Context: an optimization exercise on an open-source flow, tuned for a short achievable clock period, few clock cycles and low power. The choices shown serve that exercise and are no tape-out recipe.
RTL that was checked went through simulation tests only; none was proved equivalent to the original.
Power is estimated from default activity; no workload was simulated.

## e20_core
module e20_core (
    input  wire        clk,
    input  wire        rst,          
    output reg         mem_req,
    output reg         mem_we,
    output reg  [12:0] mem_addr,
    output wire [15:0] mem_wdata,
    input  wire        mem_gnt,
    input  wire        mem_rvalid,
    input  wire [15:0] mem_rdata,
    output reg         halted
);
make LEC_CHECK=0 ABC_CLOCK_PERIOD_IN_PS=3500 CAP_MARGIN=20 CORE_MARGIN=2 CORE_UTILIZATION=40 CTS_BUF_LIST=sky130_fd_sc_hd__clkbuf_8 PLACE_DENSITY=0.6 SETUP_SLACK_MARGIN=2.5 SLEW_MARGIN=20 finish   # period 8.0 ns
run.sh (not shown) runs the stock make flow with config.mk's settings and CLKGATE_MAP_FILE= SYNTH_SCRIPT=/design/flow/synth_recipe.tcl, a recipe that flattens the netlist after the stock synthesis.
The starting point passed the timing, design-rule and antenna checks.
Testbench counts at the start, summed over its fixed seeds: cycles 285,732.
Rerun with:
==> flow/flow/run.sh (new file) <==
#!/bin/bash
# The standard layout (the standard.sh, unchanged synthesis and steps),
# with one change to clock tree synthesis: no dummy loads are added to
# balance the clock tree's leaf buffers.
set -euo pipefail
export CTS_ARGS="-sink_clustering_enable -repair_clock_nets -buf_list sky130_fd_sc_hd__clkbuf_8 -dont_use_dummy_load"
bash standard.sh > standard.log 2>&1
==> flow/standard.sh (new file) <==
#!/bin/bash
# synth_recipe.tcl (not shown) runs the flow's synth.tcl, then flattens the netlist and writes it again
# the make line also repeats each setting of config.mk as NAME=value (left out here)
make -C /OpenROAD-flow-scripts/flow DESIGN_CONFIG=/design/flow/config.mk WORK_HOME=/design/flow/orfs CLKGATE_MAP_FILE= SYNTH_SCRIPT=/design/flow/synth_recipe.tcl "${@:-finish}"
- ABC_CLOCK_PERIOD_IN_PS: 3500 -> 4000
- SETUP_SLACK_MARGIN: 2.5 -> 3.0
removed: flow/run.sh
Result: Final area climbs by 6.6%. Worst setup slack gets better by 0.46 ns. Global-route usage climbs by 0.87 points. Count of clock-buffer cells in the layout is unchanged.
Rerun with:
==> flow/run.sh (new file) <==
#!/bin/bash
# synth_recipe.tcl (not shown) runs the flow's synth.tcl, then flattens the netlist and writes it again
# the make line also repeats each setting of config.mk as NAME=value (left out here)
make -C /OpenROAD-flow-scripts/flow DESIGN_CONFIG=/design/flow/config.mk WORK_HOME=/design/flow/orfs CLKGATE_MAP_FILE= SYNTH_SCRIPT=/design/flow/synth_recipe.tcl finish
- ABC_CLOCK_PERIOD_IN_PS: 4000 -> 3000
- CTS_BUF_LIST: sky130_fd_sc_hd__clkbuf_8 -> sky130_fd_sc_hd__clkbuf_4 sky130_fd_sc_hd__clkbuf_8
removed: flow/flow/run.sh
removed: flow/standard.sh
Effect: Non-clock buffer count went down by 12. Synthesized area is unchanged. Die area is unchanged. Setup slack gets better by 0.027 ns. Via count barely changes.
Rerun with:
- ABC_AREA: unset -> 1
- CTS_BUF_LIST: sky130_fd_sc_hd__clkbuf_4 sky130_fd_sc_hd__clkbuf_8 -> sky130_fd_sc_hd__clkbuf_8
Utilization grows by 2.3 points.
Routed wire length grows by 19%.
Global-route usage is higher by 5.5 points.
Total power went up by 16%.
Via count rises by 23%.
Register-to-register slack gains 0.14 ns.
Synthesized cell count goes up by 32%.
Clock-buffer cell count goes down by 3.
Design area increases by 2.5%.
Rerun with:
==> flow/flow/run.sh (new file) <==
#!/bin/bash
# The standard layout (the standard.sh, unchanged synthesis and steps),
# with one change to clock tree synthesis: no dummy loads are added to
# balance the clock tree's leaf buffers.
set -euo pipefail
export CTS_ARGS="-sink_clustering_enable -repair_clock_nets -buf_list sky130_fd_sc_hd__clkbuf_8 -dont_use_dummy_load"
bash standard.sh > standard.log 2>&1
==> flow/standard.sh (new file) <==
#!/bin/bash
# synth_recipe.tcl (not shown) runs the flow's synth.tcl, then flattens the netlist and writes it again
# the make line also repeats each setting of config.mk as NAME=value (left out here)
make -C /OpenROAD-flow-scripts/flow DESIGN_CONFIG=/design/flow/config.mk WORK_HOME=/design/flow/orfs CLKGATE_MAP_FILE= SYNTH_SCRIPT=/design/flow/synth_recipe.tcl "${@:-finish}"
- ABC_AREA: 1 -> unset
- CAP_MARGIN: 20 -> 0
- SLEW_MARGIN: 20 -> 0
removed: flow/run.sh
Effect: The changed run completed with no timing, DRC or antenna violations. Non-clock buffer count falls by 53. Combinational power falls by 30%. Worst setup slack got worse by 0.017 ns. Routed wire length falls by 15%. Core utilization falls by 2.3 points. Final area falls by 2.3%. Fmax falls by 0.34%. Synthesized area rises by 1.8%. Via count falls by 18%. Power falls by 20%. Final cell count falls by 22%.
Rerun with:
- ABC_CLOCK_PERIOD_IN_PS: 3000 -> 2000
- CAP_MARGIN: 0 -> 20
- SETUP_SLACK_MARGIN: 3.0 -> 3.5
- SLEW_MARGIN: 0 -> 20
After rerunning:
- The changed run produced a clean layout
- total power goes up by about 6%
- area after synthesis does not change
- setup slack improved by 0.33 ns
- via count grows by 4.0%
- first-iteration DRC count rose by 3.6%
- worst hold slack hardly moves
- sequential power hardly moves
- die area is unchanged

e20_core, a different RTL version from the one above (not shown whole).
Size: about 52 I/O pins.
clock: 8.0 ns
lec_check: 0
abc_clock_period_in_ps: 2500
cap_margin: 20
core_margin: 2
core_utilization: 40
cts_buf_list: sky130_fd_sc_hd__clkbuf_16
cts_cluster_diameter: 100
cts_cluster_size: 20
place_density: 0.6
setup_slack_margin: 3.5
slew_margin: 20
Stock flow here: none of the scripts above is used.
The first run completed without violations.
Rerun with:
- ABC_CLOCK_PERIOD_IN_PS: 2500 -> 3000
- SETUP_SLACK_MARGIN: 3.5 -> 3.0
Outcome: The changed run produced a clean layout; routed wire length came out lower by 1.2%; setup slack is worse by 0.037 ns; non-clock buffer count came out lower by 33; cell count came out lower by 1.4%; count of clock-buffer cells in the layout stays the same; design area came out lower by 4.1%; power came out lower by 3.7%.
Rerun with:
- CTS_CLUSTER_DIAMETER: 100 -> 70
- CTS_CLUSTER_SIZE: 20 -> 28
Effect:
- The changed run completed with no timing, DRC or antenna violations
- clock power hardly moves
- cell count does not change
- cell area stays the same
- first-iteration DRC count stays the same
- sequential cell count does not change
Rerun with:
- CORE_UTILIZATION: 40 -> 55
- CTS_CLUSTER_DIAMETER: 70 -> 100
- CTS_CLUSTER_SIZE: 28 -> 20
- PLACE_DENSITY: 0.6 -> 0.75
Global-route usage goes up by 8.9 points.
First-iteration DRC count went up by 67%.
Synthesized area stays the same.
Clock skew is about the same.
Clock power decreases by 2.3%.
Synthesized cell count does not change.
Function was not checked in any run of this note: the RTL went through the layout flow alone.

## juniper
e20_core with an RTL version that a note above also has.
For scale: roughly 52 I/O pins.
==> flow/config.mk <==
export PLATFORM = sky130hd
export DESIGN_NAME = e20_core
export DESIGN_NICKNAME = e20_core
export VERILOG_FILES = /design/flow/design.v
export SDC_FILE = /design/flow/constraint.sdc
export NUM_CORES = 4
export LEC_CHECK = 0
export ABC_CLOCK_PERIOD_IN_PS = 3000
export CAP_MARGIN = 20
export CORE_MARGIN = 2
export CORE_UTILIZATION = 40
export CTS_BUF_LIST = sky130_fd_sc_hd__clkbuf_8
export PLACE_DENSITY = 0.6
export SETUP_SLACK_MARGIN = 3.0
export SLEW_MARGIN = 20
==> flow/constraint.sdc <==
create_clock -name core_clock -period 8.0 [get_ports {clk}]
set_input_delay 1.6000 -clock core_clock [delete_from_list [all_inputs] [get_ports {clk}]]
set_output_delay 1.6000 -clock core_clock [all_outputs]
set_load 0.01 [all_outputs]
standard.sh (not shown) runs the stock make flow with config.mk's settings and CLKGATE_MAP_FILE= SYNTH_SCRIPT=/design/flow/synth_recipe.tcl, a recipe that flattens the netlist after the stock synthesis.
==> flow/flow/run.sh <==
#!/bin/bash
# The standard layout (the standard.sh, unchanged synthesis and steps),
# with one change to clock tree synthesis: no dummy loads are added to
# balance the clock tree's leaf buffers.
set -euo pipefail
export CTS_ARGS="-sink_clustering_enable -repair_clock_nets -buf_list sky130_fd_sc_hd__clkbuf_8 -sink_clustering_size 30 -sink_clustering_max_diameter 150 -dont_use_dummy_load"
bash standard.sh > standard.log 2>&1
Per the final summary, juniper finished and its layout is clean on timing, DRC and antenna.
Testbench counts of juniper, summed over its fixed seeds: cycles 285,732.
Edits applied to the flow inputs when going from juniper to maple:
==> flow/run.sh (new file) <==
#!/bin/bash
# synth_recipe.tcl (not shown) runs the flow's synth.tcl, then flattens the netlist and writes it again
# the make line also repeats each setting of config.mk as NAME=value (left out here)
make -C /OpenROAD-flow-scripts/flow DESIGN_CONFIG=/design/flow/config.mk WORK_HOME=/design/flow/orfs CLKGATE_MAP_FILE= SYNTH_SCRIPT=/design/flow/synth_recipe.tcl finish
removed: flow/flow/run.sh
removed: flow/standard.sh
### Flow results
- maple was carried through to the last stage, and its layout satisfied the timing, design-rule and antenna checks.
- juniper completed end to end with timing, DRC and antenna clean.
- Between maple and juniper, it is maple whose final critical delay including setup and external delays is lower, by 27 ps.
- Portion of the clock cycle consumed by the worst path in the final layout (lower): maple
- Of maple and juniper, the run reporting the lower worst setup margin was juniper.
- Against juniper, net total in the final layout in maple fell slightly.
- Diff maple and juniper: number of detailed-route iterations in the first pass higher in juniper
- Worst path buffer plus inverter count, maple and juniper, lower one = maple.
> inputs changed (maple -> harbor)
==> flow/flow/run.sh (new file) <==
#!/bin/bash
# The standard layout (the standard.sh, unchanged synthesis and steps),
# with one change to clock tree synthesis: no dummy loads are added to
# balance the clock tree's leaf buffers.
set -euo pipefail
export CTS_ARGS="-sink_clustering_enable -repair_clock_nets -buf_list sky130_fd_sc_hd__clkbuf_8 -dont_use_dummy_load"
bash standard.sh > standard.log 2>&1
==> flow/standard.sh (new file) <==
#!/bin/bash
# synth_recipe.tcl (not shown) runs the flow's synth.tcl, then flattens the netlist and writes it again
# the make line also repeats each setting of config.mk as NAME=value (left out here)
make -C /OpenROAD-flow-scripts/flow DESIGN_CONFIG=/design/flow/config.mk WORK_HOME=/design/flow/orfs CLKGATE_MAP_FILE= SYNTH_SCRIPT=/design/flow/synth_recipe.tcl "${@:-finish}"
removed: flow/run.sh
[summary]
- harbor gives more post-layout minimum cycle time than maple did.
- In terms of sequential share of cell area, maple and harbor differ only marginally.
- As far as finished layout cell area is concerned, maple and harbor perform about the same.
- Looking at routed wire length, harbor sits 0.33% above maple.
- Compared harbor against maple; fraction of the core area covered by cells at the end of the flow within noise.

static timing again, ports no longer ideal:
The flow's constraints put no driver on any port. The routed layouts listed below were extracted and timed again, unchanged, in two steps.
Step 1 assumes that a clkbuf_16 drives the clock port and a buf_2 every other input.
Step 2, shift: input delay + t, output delay - t, t = (earliest + latest rising clock arrival at the registers) / 2. This alone moves slack from input paths to output paths.
a / b / c = ideal / step 1 / step 2; a / b = the first two.
| run | shift t [ns] | setup slack, ns | worst setup path at the end | worst register clock-pin slew, ns | cell pins on the clock port's net |
|---|---|---|---|---|---|
| the first run of note 1 | 0.562 | 2.554 / 2.573 / 2.011 | input to register | 0.11 / 0.11 | 1 |
| the second run of note 1 | 0.541 | 3.018 / 2.990 / 2.449 | input to register | 0.09 / 0.09 | 1 |
| the third run of note 1 | 0.565 | 3.045 / 2.946 / 2.382 | input to register | 0.10 / 0.10 | 1 |
| the fourth run of note 1 | 0.555 | 2.974 / 2.944 / 2.389 | input to register | 0.10 / 0.10 | 1 |
| the fifth run of note 1 | 0.556 | 2.957 / 2.937 / 2.381 | input to register | 0.09 / 0.09 | 1 |
| the sixth run of note 1 | 0.556 | 3.288 / 3.143 / 2.587 | input to register | 0.10 / 0.10 | 1 |
| the first run of note 2 | 0.520 | 3.021 / 2.877 / 2.357 | input to register | 0.08 / 0.08 | 1 |
| the second run of note 2 | 0.516 | 2.984 / 2.866 / 2.351 | input to register | 0.07 / 0.07 | 1 |
| the third run of note 2 | 0.516 | 2.984 / 2.866 / 2.351 | input to register | 0.07 / 0.07 | 1 |
| the fourth run of note 2 | 0.516 | 2.895 / 2.680 / 2.164 | input to register | 0.07 / 0.07 | 1 |
| juniper | 0.541 | 3.018 / 2.990 / 2.449 | input to register | 0.09 / 0.09 | 1 |
| maple | 0.565 | 3.045 / 2.946 / 2.382 | input to register | 0.10 / 0.10 | 1 |
| harbor | 0.541 | 3.018 / 2.990 / 2.449 | input to register | 0.09 / 0.09 | 1 |
After both steps setup and hold are still met in every run listed. For the fourth run of note 2, which loses most, drivers alone change the setup slack by -0.215 ns; drivers and shift together by -0.731 ns.
